Context: an optimization exercise on an open-source flow, tuned for small area and a short achievable clock period. The choices shown serve that exercise and are no tape-out recipe.
The RTL was checked by simulation tests, not by an equivalence proof against the original design.
No activity file was given, so power comes from the tool's default toggle rates.

## design.v

```verilog
module ooo_engine (
    input  logic         clk,
    input  logic         rst,
    input  logic [1:0]   tr_cnt,
    input  logic [3:0]   tr_op,
    input  logic [13:0]  tr_dst,
    input  logic [13:0]  tr_src1,
    input  logic [13:0]  tr_src2,
    output logic [1:0]   tr_pop,
    output logic [1:0]   rt_valid,
    output logic [31:0]  rt_seq,
    output logic [3:0]   rt_op,
    output logic [13:0]  rt_dst,
    output logic [13:0]  rt_src1,
    output logic [13:0]  rt_src2,
    output logic [287:0] rt_cyc,
    output logic [287:0] rt_dur,
    output logic         done,
    output logic [15:0]  cycles,
    output logic [15:0]  count
);
  localparam int RECW = 23;
  localparam int UW = 17;
  localparam int SFE = 0, SRN = 1, SRR = 2, SDI = 3, SIS = 4, SEX = 5;
  function automatic logic [2:0] latency(input logic [1:0] op);
    case (op)
      2'd0:    latency = 3'd1;
      2'd1:    latency = 3'd2;
      default: latency = 3'd5;
    endcase
  endfunction
  function automatic logic [3:0] hi32(input logic [31:0] v);
    hi32 = 4'd0;
    for (int i = 0; i < 32; i++) if (v[i]) hi32 = 4'(i);
  endfunction
  logic [15:0] cycle, seq_next;
  logic        trace_done;
  logic [1:0]             de_cnt;
  logic [1:0][RECW-1:0]   de_rec;
  logic [1:0][7:0]        de_cfe;
  logic [1:0]             de_pr;
  logic [1:0]             rn_cnt;
  logic [1:0][RECW-1:0]   rn_rec;
  logic [1:0][7:0]        rn_cfe, rn_crn;
  logic [1:0]             rn_pr;
  logic [1:0]             rr_cnt;
  logic [1:0][UW-1:0]     rr_u;
  logic [1:0]             di_cnt;
  logic [1:0][UW-1:0]     di_u;
  logic [7:0]             iq_v;
  logic [7:0][UW-1:0]     iq_u;
  logic [3:0]             head, tail;
  logic [4:0]             rob_cnt;
  logic [15:0]            rob_v, rob_rdy, rob_iss, rob_wb;
  logic [15:0][RECW-1:0]  rob_rec;
  logic [15:0][5:0][7:0]  rob_st;
  logic [1:0]             o_v;
  logic [1:0][RECW-1:0]   o_rec;
  logic [1:0][5:0][7:0]   o_st;
  logic [7:0] cyc0, cyc1;
  assign cyc0 = cycle[7:0];
  assign cyc1 = cycle[7:0] + 8'd1;
  logic [3:0]  head1;
  logic        r0, r1;
  logic [1:0]  nret;
  logic [15:0] ret_mask, v_ar;
  logic [7:0][RECW-1:0]   ev_rec, od_rec;
  logic [7:0][5:0][7:0]   ev_st, od_st;
  logic [2:0]  ev_idx, od_idx;
  logic [RECW-1:0] ev_rrec, od_rrec;
  logic [5:0][7:0] ev_rst, od_rst;
  logic [1:0][RECW-1:0] l_rec;
  logic [1:0][5:0][7:0] l_st;
  assign head1 = head + 4'd1;
  assign r0 = rob_v[head] & rob_rdy[head];
  assign r1 = r0 & rob_v[head1] & rob_rdy[head1];
  assign nret = {r1, r0 & ~r1};
  always_comb begin
    ret_mask = '0;
    if (r0) ret_mask[head] = 1'b1;
    if (r1) ret_mask[head1] = 1'b1;
  end
  assign v_ar = rob_v & ~ret_mask;
  always_comb begin
    for (int k = 0; k < 8; k++) begin
      ev_rec[k] = rob_rec[2*k];   od_rec[k] = rob_rec[2*k+1];
      ev_st[k]  = rob_st[2*k];    od_st[k]  = rob_st[2*k+1];
    end
  end
  assign ev_idx = head[0] ? head1[3:1] : head[3:1];
  assign od_idx = head[3:1];
  assign ev_rrec = ev_rec[ev_idx];
  assign od_rrec = od_rec[od_idx];
  assign ev_rst  = ev_st[ev_idx];
  assign od_rst  = od_st[od_idx];
  assign l_rec[0] = head[0] ? od_rrec : ev_rrec;
  assign l_rec[1] = head[0] ? ev_rrec : od_rrec;
  assign l_st[0]  = head[0] ? od_rst : ev_rst;
  assign l_st[1]  = head[0] ? ev_rst : od_rst;
  logic [15:0] rdy1, comp, xclr;
  logic [2:0]  g1, g2, g5;
  assign g1 = cycle[2:0];
  assign g2 = cycle[2:0] - 3'd1;
  assign g5 = cycle[2:0] - 3'd4;
  logic [15:0][2:0] ctg;
  always_comb begin
    for (int k = 0; k < 16; k++) begin
      if (rob_rec[k][22:21] == 2'd0)      ctg[k] = g1;
      else if (rob_rec[k][22:21] == 2'd1) ctg[k] = g2;
      else                                ctg[k] = g5;
      comp[k] = rob_iss[k] && rob_st[k][SEX][2:0] == ctg[k];
    end
  end
  assign rdy1 = rob_rdy | rob_wb;
  assign xclr = rdy1 | comp;
  function automatic logic [UW-1:0] wake(input logic [UW-1:0] u, input logic [15:0] x);
    wake = u;
    if (x[u[12:9]]) wake[13] = 1'b0;
    if (x[u[7:4]])  wake[8]  = 1'b0;
  endfunction
  logic [1:0][UW-1:0] rr_w, di_w;
  logic [7:0][UW-1:0] iq_w;
  always_comb begin
    for (int k = 0; k < 2; k++) begin
      rr_w[k] = wake(rr_u[k], xclr);
      di_w[k] = wake(di_u[k], xclr);
    end
    for (int k = 0; k < 8; k++) iq_w[k] = wake(iq_u[k], xclr);
  end
  logic [7:0] rdyq, win1, win2;
  logic [7:0][4:0] key;
  logic [7:0][7:0] beats;
  logic       any1, any2;
  logic [3:0] gt1, gt2;
  logic [1:0] gop1, gop2;
  logic [7:0] iq_v_ai;
  always_comb begin
    for (int i = 0; i < 8; i++) begin
      rdyq[i] = iq_v[i] & ~iq_w[i][13] & ~iq_w[i][8];
      key[i]  = {1'b0, iq_u[i][3:0] - head} + 5'd1 - {4'd0, iq_u[i][16]};
    end
    for (int i = 0; i < 8; i++)
      for (int j = 0; j < 8; j++)
        beats[i][j] = (i < j) ? (key[i] <= key[j]) : (key[i] < key[j]);
    for (int i = 0; i < 8; i++) begin
      win1[i] = rdyq[i];
      for (int j = 0; j < 8; j++)
        if (j != i && rdyq[j] && !beats[i][j]) win1[i] = 1'b0;
    end
    for (int i = 0; i < 8; i++) begin
      win2[i] = rdyq[i] & ~win1[i];
      for (int j = 0; j < 8; j++)
        if (j != i && rdyq[j] && !win1[j] && !beats[i][j]) win2[i] = 1'b0;
    end
    any1 = |win1; any2 = |win2;
    gt1 = '0; gt2 = '0; gop1 = '0; gop2 = '0;
    for (int i = 0; i < 8; i++) begin
      if (win1[i]) begin gt1 = gt1 | iq_u[i][3:0]; gop1 = gop1 | iq_u[i][15:14]; end
      if (win2[i]) begin gt2 = gt2 | iq_u[i][3:0]; gop2 = gop2 | iq_u[i][15:14]; end
    end
    iq_v_ai = iq_v & ~win1 & ~win2;
  end
  logic       disp;
  logic [3:0] nfree;
  logic [7:0] wq0, wq1;    
  logic seen0, seen1;
  always_comb begin
    nfree = '0;
    for (int k = 0; k < 8; k++) nfree = nfree + {3'd0, ~iq_v_ai[k]};
    disp = nfree >= 4'd2;
    wq0 = '0; wq1 = '0; seen0 = 1'b0; seen1 = 1'b0;
    for (int k = 0; k < 8; k++) begin
      if (!iq_v_ai[k]) begin
        if (!seen0) begin wq0[k] = 1'b1; seen0 = 1'b1; end
        else if (!seen1) begin wq1[k] = 1'b1; seen1 = 1'b1; end
      end
    end
    if (!(disp && di_cnt != 2'd0)) wq0 = '0;
    if (!(disp && di_cnt == 2'd2)) wq1 = '0;
  end
  logic [1:0] d_left, mv, rr_left;
  assign d_left = disp ? 2'd0 : di_cnt;
  always_comb begin
    if (d_left == 2'd2 || rr_cnt == 2'd0) mv = 2'd0;
    else if (d_left == 2'd1 || rr_cnt == 2'd1) mv = 2'd1;
    else mv = 2'd2;
  end
  assign rr_left = rr_cnt - mv;
  logic [4:0]  cnt_ar;
  logic        freeok;
  logic [1:0]  nr;
  logic [3:0]  tail1;
  logic [15:0] lt_tail;
  logic [1:0][UW-1:0] ren_u;
  assign cnt_ar = rob_cnt - {3'd0, nret};
  assign freeok = cnt_ar <= 5'd14;
  assign tail1 = tail + 4'd1;
  always_comb begin
    if (!freeok || rn_cnt == 2'd0 || rr_left == 2'd2) nr = 2'd0;
    else if (rn_cnt == 2'd1 || rr_left == 2'd1) nr = 2'd1;
    else nr = 2'd2;
    for (int k = 0; k < 16; k++) lt_tail[k] = 4'(k) < tail;
  end
  logic [1:0][1:0][6:0]  ls;
  logic [1:0][1:0][15:0] lm;
  logic [1:0][1:0]       ltv;
  logic [1:0][1:0][3:0]  ltg;
  always_comb begin
    for (int i = 0; i < 2; i++) begin
      for (int q = 0; q < 2; q++) begin
        ls[i][q] = q == 0 ? rn_rec[i][13:7] : rn_rec[i][6:0];
        for (int k = 0; k < 16; k++) lm[i][q][k] = v_ar[k] && rob_rec[k][20:14] == ls[i][q];
        ltv[i][q] = (ls[i][q] != 7'd127) && (lm[i][q] != '0);
        ltg[i][q] = hi32({lm[i][q] & lt_tail, lm[i][q]});
        if (i == 1 && ls[i][q] != 7'd127 && rn_rec[0][20:14] == ls[i][q]) begin
          ltv[i][q] = 1'b1; ltg[i][q] = tail;
        end
      end
      ren_u[i] = {rn_pr[i], rn_rec[i][22:21], ltv[i][0], ltg[i][0], ltv[i][1], ltg[i][1],
                  i == 0 ? tail : tail1};
    end
  end
  logic [1:0] rn_left, nd, de_left;
  assign rn_left = rn_cnt - nr;
  always_comb begin
    if (rn_left == 2'd2 || de_cnt == 2'd0) nd = 2'd0;
    else if (rn_left == 2'd1 || de_cnt == 2'd1) nd = 2'd1;
    else nd = 2'd2;
  end
  assign de_left = de_cnt - nd;
  logic take0, take1, td_set;
  logic [1:0] n_pop;
  always_comb begin
    take0 = 1'b0; take1 = 1'b0; td_set = 1'b0;
    if (!trace_done) begin
      if (de_left != 2'd2) begin
        if (tr_cnt == 2'd0) td_set = 1'b1;
        else begin
          take0 = 1'b1;
          if (de_left == 2'd0) begin
            if (tr_cnt == 2'd1) td_set = 1'b1;
            else take1 = 1'b1;
          end
        end
      end
    end
    n_pop = {take1, take0 & ~take1};
  end
  logic [1:0] n_de_cnt, n_rn_cnt, n_rr_cnt;
  logic       n_trace_done, n_done;
  logic [4:0] n_rob_cnt;
  assign n_de_cnt = de_left + {1'b0, take0} + {1'b0, take1};
  assign n_rn_cnt = rn_left + nd;
  assign n_rr_cnt = rr_left + nr;
  assign n_rob_cnt = cnt_ar + {3'd0, nr};
  assign n_trace_done = trace_done | td_set;
  assign n_done = n_trace_done && n_de_cnt == 2'd0 && n_rn_cnt == 2'd0 && n_rob_cnt == 5'd0;
  always_ff @(posedge clk) begin
    if (rst) begin
      cycle <= '0; seq_next <= '0; trace_done <= 1'b0; done <= 1'b0;
      de_cnt <= '0; rn_cnt <= '0; rr_cnt <= '0; di_cnt <= '0;
      iq_v <= '0; head <= '0; tail <= '0; rob_cnt <= '0; rob_v <= '0;
      o_v <= '0;
    end else if (!done) begin
      cycle <= cycle + 16'd1;
      seq_next <= seq_next + {14'd0, n_pop};
      trace_done <= n_trace_done;
      done <= n_done;
      de_cnt <= n_de_cnt; rn_cnt <= n_rn_cnt; rr_cnt <= n_rr_cnt;
      di_cnt <= d_left + mv;
      iq_v <= iq_v_ai | wq0 | wq1;
      head <= head + {2'd0, nret};
      tail <= tail + {2'd0, nr};
      rob_cnt <= n_rob_cnt;
      for (int k = 0; k < 16; k++) begin
        if (ret_mask[k]) rob_v[k] <= 1'b0;
        if ((nr != 2'd0 && tail == 4'(k)) || (nr == 2'd2 && tail1 == 4'(k))) rob_v[k] <= 1'b1;
      end
      o_v <= {r1, r0};
    end else begin
      o_v <= '0;
    end
  end
  always_ff @(posedge clk) begin
    o_rec <= l_rec;
    o_st  <= l_st;
  end
  always_ff @(posedge clk) begin
    if (nr == 2'd1) begin
      rn_rec[0] <= rn_rec[1]; rn_cfe[0] <= rn_cfe[1]; rn_crn[0] <= rn_crn[1]; rn_pr[0] <= rn_pr[1];
    end
    if (nd != 2'd0) begin
      if (rn_left == 2'd0) begin
        rn_rec[0] <= de_rec[0]; rn_cfe[0] <= de_cfe[0]; rn_crn[0] <= cyc1; rn_pr[0] <= de_pr[0];
        if (nd == 2'd2) begin
          rn_rec[1] <= de_rec[1]; rn_cfe[1] <= de_cfe[1]; rn_crn[1] <= cyc1; rn_pr[1] <= de_pr[1];
        end
      end else begin
        rn_rec[1] <= de_rec[0]; rn_cfe[1] <= de_cfe[0]; rn_crn[1] <= cyc1; rn_pr[1] <= de_pr[0];
      end
    end
    if (nd == 2'd1) begin
      de_rec[0] <= de_rec[1]; de_cfe[0] <= de_cfe[1]; de_pr[0] <= de_pr[1];
    end
    if (take0) begin
      if (de_left == 2'd0) begin
        de_rec[0] <= {tr_op[1:0], tr_dst[6:0], tr_src1[6:0], tr_src2[6:0]};
        de_cfe[0] <= cyc0; de_pr[0] <= 1'b0;
        de_rec[1] <= {tr_op[3:2], tr_dst[13:7], tr_src1[13:7], tr_src2[13:7]};
        de_cfe[1] <= cyc0; de_pr[1] <= 1'b1;
      end else begin
        de_rec[1] <= {tr_op[1:0], tr_dst[6:0], tr_src1[6:0], tr_src2[6:0]};
        de_cfe[1] <= cyc0; de_pr[1] <= 1'b0;
      end
    end
  end
  always_ff @(posedge clk) begin
    if (d_left == 2'd0) begin
      di_u[0] <= rr_w[0]; di_u[1] <= rr_w[1];
    end else begin
      di_u[0] <= di_w[0];
      di_u[1] <= (d_left == 2'd1) ? rr_w[0] : di_w[1];
    end
    if (rr_left == 2'd0) begin
      rr_u[0] <= ren_u[0]; rr_u[1] <= ren_u[1];
    end else if (rr_left == 2'd2) begin
      rr_u[0] <= rr_w[0]; rr_u[1] <= rr_w[1];
    end else begin
      rr_u[0] <= (mv == 2'd1) ? rr_w[1] : rr_w[0];
      rr_u[1] <= ren_u[0];
    end
  end
  always_ff @(posedge clk) begin
    for (int k = 0; k < 8; k++) begin
      if (wq0[k]) iq_u[k] <= di_w[0];
      else if (wq1[k]) iq_u[k] <= di_w[1];
      else iq_u[k] <= iq_w[k];
    end
  end
  logic [1:0][RECW-1:0] a_rec;      
  logic [1:0][7:0]      a_cfe, a_crn;
  logic [15:0]          alloc, we_di, we_is, we_ex;
  always_comb begin
    a_rec[0] = tail[0] ? rn_rec[1] : rn_rec[0];
    a_rec[1] = tail[0] ? rn_rec[0] : rn_rec[1];
    a_cfe[0] = tail[0] ? rn_cfe[1] : rn_cfe[0];
    a_cfe[1] = tail[0] ? rn_cfe[0] : rn_cfe[1];
    a_crn[0] = tail[0] ? rn_crn[1] : rn_crn[0];
    a_crn[1] = tail[0] ? rn_crn[0] : rn_crn[1];
    for (int k = 0; k < 16; k++) begin
      alloc[k] = (nr != 2'd0 && tail == 4'(k)) || (nr == 2'd2 && tail1 == 4'(k));
      we_di[k] = (mv != 2'd0 && rr_u[0][3:0] == 4'(k)) || (mv == 2'd2 && rr_u[1][3:0] == 4'(k));
      we_is[k] = (wq0 != '0 && di_u[0][3:0] == 4'(k)) || (wq1 != '0 && di_u[1][3:0] == 4'(k));
      we_ex[k] = (any1 && gt1 == 4'(k)) || (any2 && gt2 == 4'(k));
    end
  end
  always_ff @(posedge clk) begin
    for (int k = 0; k < 16; k++) begin
      if (alloc[k]) begin
        rob_rec[k] <= a_rec[k % 2];
        rob_st[k][SFE] <= a_cfe[k % 2];
        rob_st[k][SRN] <= a_crn[k % 2];
        rob_st[k][SRR] <= cyc1;
      end
      if (we_di[k]) rob_st[k][SDI] <= cyc1;
      if (we_is[k]) rob_st[k][SIS] <= cyc1;
      if (we_ex[k]) rob_st[k][SEX] <= cyc1;
      rob_rdy[k] <= rdy1[k] & ~alloc[k];
      rob_wb[k]  <= comp[k] & ~alloc[k];
      rob_iss[k] <= ((rob_iss[k] & ~comp[k]) | we_ex[k]) & ~alloc[k];
    end
  end
  assign tr_pop   = (rst || done) ? 2'd0 : n_pop;
  assign cycles   = cycle;
  assign count    = seq_next;
  assign rt_valid = o_v;
  logic [4:0]  infl;
  logic [15:0] seq0;
  assign infl = {3'd0, de_cnt} + {3'd0, rn_cnt} + rob_cnt + {4'd0, o_v[0]} + {4'd0, o_v[1]};
  assign seq0 = seq_next - {11'd0, infl};
  logic [7:0] chi, chm;
  assign chi = cycle[15:8];
  assign chm = cycle[15:8] - 8'd1;
  logic [1:0][8:0][7:0] olo;
  logic [1:0][2:0] olat;
  always_comb begin
    for (int r = 0; r < 2; r++) begin
      olat[r] = latency(o_rec[r][22:21]);
      olo[r][0] = o_st[r][SFE];
      olo[r][1] = o_st[r][SFE] + 8'd1;
      olo[r][2] = o_st[r][SRN];
      olo[r][3] = o_st[r][SRR];
      olo[r][4] = o_st[r][SDI];
      olo[r][5] = o_st[r][SIS];
      olo[r][6] = o_st[r][SEX];
      olo[r][7] = o_st[r][SEX] + {5'd0, olat[r]};
      olo[r][8] = o_st[r][SEX] + {5'd0, olat[r]} + 8'd1;
      rt_seq[16*r +: 16] = (r == 0) ? seq0 : seq0 + 16'd1;
      rt_op[2*r +: 2]    = o_rec[r][22:21];
      rt_dst[7*r +: 7]   = o_rec[r][20:14];
      rt_src1[7*r +: 7]  = o_rec[r][13:7];
      rt_src2[7*r +: 7]  = o_rec[r][6:0];
      for (int s = 0; s < 9; s++) begin
        rt_cyc[144*r + 16*s +: 16] = {(olo[r][s] > cycle[7:0]) ? chm : chi, olo[r][s]};
        if (s < 8) rt_dur[144*r + 16*s +: 16] = {8'd0, olo[r][s+1] - olo[r][s]};
        else       rt_dur[144*r + 16*s +: 16] = {8'd0, cycle[7:0] - olo[r][8]};
      end
    end
  end
endmodule
```

## run.sh

```bash
#!/bin/bash
# synth_recipe.tcl (not shown) runs the flow's synth.tcl, then flattens the netlist and writes it again
# the make line also repeats each setting of config.mk as NAME=value (left out here)
make -C /OpenROAD-flow-scripts/flow DESIGN_CONFIG=/design/flow/config.mk WORK_HOME=/design/flow/orfs CLKGATE_MAP_FILE= SYNTH_SCRIPT=/design/flow/synth_recipe.tcl finish
```

## config.mk

```make
export PLATFORM = sky130hd
export DESIGN_NAME = ooo_engine
export DESIGN_NICKNAME = ooo_engine
export VERILOG_FILES = /design/flow/design.v
export SDC_FILE = /design/flow/constraint.sdc
export NUM_CORES = 8
export LEC_CHECK = 0
export CAP_MARGIN = 20
export CORE_MARGIN = 2
export CORE_UTILIZATION = 35
export SLEW_MARGIN = 20
```

## constraint.sdc

```tcl
create_clock -name core_clock -period 80.0 [get_ports {clk}]
set_input_delay 16.0000 -clock core_clock [delete_from_list [all_inputs] [get_ports {clk}]]
set_output_delay 16.0000 -clock core_clock [all_outputs]
set_load 0.01 [all_outputs]
```

==> impl_metrics.tcl <==
set metrics [dict create \
    fp.dieW_um 542 \
    hp-class "reg -> reg" \
    crit_path_end_kind "output pin" \
    power.leakage_nw 42.9 \
    row_count 197 \
    grt_overflow 0 \
    final-setup-viol-count 0 \
    rsz0062_at_grt "no" \
    postCtsHoldBufs 0 \
    cp_max_fo 99 \
    post-route-period-util_pct 44.0 \
    synth_top_area_share_pct 40.4 \
    pwr-share-seq_pct 26.5 \
    dp_slack_ns 45.18 \
    cpMostUsedCell "inv_1" \
    path_clk_slew_ns 0.06 \
    crit_path_top_delay_cell "nor3_2" \
    path_buf_inv 12 \
    coreArea_mm2 0.288 \
    ys.flop_type "edfxtp_1" \
    antenna_found_initial 20 \
    grt_usage_pct 25.0 \
    first_iter_violations 8418 \
    clock_skew_ns 0.0800 \
    grt_pass1_wl_um 537000 \
    post_cts.repair.setup_buffers 0 \
    p_total_mw 5.59 \
    synth_top_cell_by_area "edfxtp_1" \
    avgViaCountPerCell 5.78 \
    start_kind "flop" \
    syn_inst 8747 \
    antenna_left 0 \
    finalWirelength_um 380000 \
    fmax_ghz 0.0284 \
    drc 0 \
    critPathArrivalTime_ns 19.20 \
    io-pin-count 741 \
    peakVddDrop_mv 0.0691 \
    cts_buffer_depth 4 \
    setup_ws_ns 44.80 \
    cts_tree "done" \
    ys_warn_count 1 \
    hold_violations 0 \
    max-slew-margin-rel_pct 14.5 \
    vias 75666 \
    p_per_area_mw_per_mm2 47.6 \
    whs_ns 0.468 \
    async_flop_share_pct 0 \
    cts_resized 0 \
    ys_seq_area_share_pct 47.7 \
    pwr-share-clk_pct 16.1 \
    maxSlewViolCount 0 \
    syn-cell-area_mm2 0.101 \
    grt_max_degree 143 \
    tns_ns 0 \
    cts_root_buf "clkbuf_16" \
    portBuffers 590 \
    drive_gt1_share_pct 12.5 \
    power_switching_share_pct 44.2 \
    die_area_mm2 0.294 \
    die_y_um 542 \
    status "finished clean" \
    htree_levels 4 \
    synth_edf_count 1364 \
    cp_top_family "simple AND/OR/NAND/NOR gates" \
    pwr-share-comb_pct 57.3 \
    ys_ff_latch 1731 \
    required_ns 64.00 \
    area_delta_synth_final_pct 15.9 \
    power.switching_mw 2.47 \
    syn-mean-instance-area_um2 11.6 \
    drt-pass1-iter-count 8 \
    numCtsBuffers 190 \
    start_util_pct 35.2 \
    grt_pass1_vias 73380 \
    gp_congestion 0.980 \
    dpl.hpwl_um 272000 \
    internal-power_mw 3.12 \
    drv_cap 0 \
    tightest_slew_ns 1.28 \
    cts_sinks 1731 \
    min_period_ns 35.20 \
    synthDistinctLibCells 126 \
    fin_nets 9718 \
    crit_path_max_incr_delay_ns 0.90 \
    crit_type "reg -> out" \
    routedWlPerCell_um 29.0 \
    synthTopCellsByArea "edfxtp_1 40%, mux4_2 7.6%, dfxtp_1 7.3%" \
    clk_latency_ns 0.89 \
]
==> synth_stat cells (50+ instances only) <==
master / number
dfxtp_1: 367
xnor2_1: 527
buf_4: 160
inv_1: 398
o21a_1: 56
nor3_1: 162
a21o_1: 82
edfxtp_1: 1364
nand3_1: 208
buf_1: 162
o22ai_1: 50
clkbuf_1: 329
a21oi_1: 416
o21ai_0: 282
ha_1: 485
nand2b_1: 144
o31a_1: 74
nor2b_1: 133
nor2_1: 387
xor2_1: 396
mux2_2: 120
nand4_1: 110
and3_1: 57
a211oi_1: 57
a22o_1: 95
nor4_1: 72
mux4_2: 340
nand2_1: 603
and2_1: 187
mux2i_1: 193
or2_2: 53
==> sequential cells by signal, summed over array words and instances, names as in the netlist, 30 cells and up <==
| register | cells |
|---|---|
| rob_rec | 368 |
| rr_u | 30 |
| rn_rec | 46 |
| rob_st | 768 |
| de_rec | 46 |
| di_u | 30 |
| o_rec | 46 |
| iq_u | 120 |
| o_st | 96 |
==> placed cells by master (no fill, tap or decap), types with 173 or more instances in the layout <==
cell and count:
edfxtp_1 1364, nand2_1 601, clkdlybuf4s50_1 589, xnor2_1 520, ha_1 483, a21oi_1 411
inv_1 395, xor2_1 394, nor2_1 371, dfxtp_1 348, mux4_2 340, o21ai_0 279
nand3_1 208, mux2i_1 193, clkbuf_16 193, and2_1 187, buf_4 173
==> worst reg2reg max path: cells and delay by family (launching register included) <==
kind	cells	cell delay (ns)
buf+inv	12	3.72
mux	2	0.86
simple gates	16	6.59
compound gates	11	3.56
flops	1	0.31
fa+ha+maj	10	4.32
==> per-layer routing <==
| metal | vias to the layer above | share of wire [%] | GRT usage [%] |
|---|---|---|---|
| li1 | 32729 | - | - |
| met1 | 38313 | 41 | 33.7 |
| met2 | 3891 | 46 | 40.3 |
| met3 | 729 | 8.5 | 4.24 |
| met4 | 4 | 4.2 | 9.31 |
| met5 | - | 0.0084 | 0 |
==> final timing paths <==
check | start | endpoint | slack, ns | cells past startpoint
worst max-delay path | cycle[0] | tr_pop[1] | 44.80 | 46
worst min-delay path | de_rec[12] | rn_rec[12] | 0.47 | 2
worst max register to register | cycle[0] | seq_next[6] | 60.53 | 51
worst min register to register | de_rec[12] | rn_rec[12] | 0.47 | 2
==> area by class of cell <==
| cell class | instances | area, um2 |
|---|---|---|
| diodes | 11 | 27.5 |
| clock buffers | 227 | 5040 |
| clock inverters | 114 | 1280 |
| fillers | 26938 | 170000 |
| inverters | 404 | 1520 |
| multi-input cells | 6048 | 49100 |
| flip-flops and latches | 1731 | 48300 |
| well taps | 3781 | 4730 |
| repair buffers | 769 | 7340 |
==> power groups by stage <==
stage          Clock (mW)  Combinational (mW)  Sequential [mW]
4_1_cts             0.914                3.18             1.48
5_1_grt             0.949                3.41             1.49
2_1_floorplan           0                1.75             1.36
6_report            0.901                3.20             1.48
3_5_place_dp            0                3.17             1.49
3_3_place_gp            0                3.12             1.49
==> cells by family after synthesis <==
kind of cell             synth area share, %
AO/OA/AOI/OAI                           10.4
XOR/XNOR                                8.01
adder cells (fa/ha/maj)                 6.77
buffers and inverters                   4.84
flip-flops                              47.7
multiplexers                            10.8
other                                0.00741
AND/OR/NAND/NOR                         11.5
==> through the flow <==
stage	std cells	util, %	instance area (um2)
6_report	13085	40.8	117000
3_3_place_gp	12726	38.5	111000
3_5_place_dp	12731	38.5	111000
2_1_floorplan	8895	-	102000
4_1_cts	13072	40.7	117000
5_1_grt	13074	40.8	117000

[what the ideal ports hide]
In the flow no input, the clock included, has a driving cell. The finished layout below was timed again as built, in two steps.
Step 1, drivers: a clkbuf_16 drives clk and a buf_2 each remaining input, both assumed.
Step 2 times the ports against the registers' clock, not the clock port: input delays grow and output delays shrink by t, the midpoint of the rising clock arrivals with the driver on.
Three values: ideal, step 1, step 2; two values: the first two.
shift t [ns]: 0.945
slack for setup (ns): 44.795 / 44.699 / 45.260
hold slack, ns: 0.468 / 0.468 / 0.468
slew at the worst register clock pin (ns): 0.08 / 0.08
After both steps this run still meets setup and hold. The setup slack of this run moves by -0.096 ns with the drivers and by +0.465 ns with both steps.
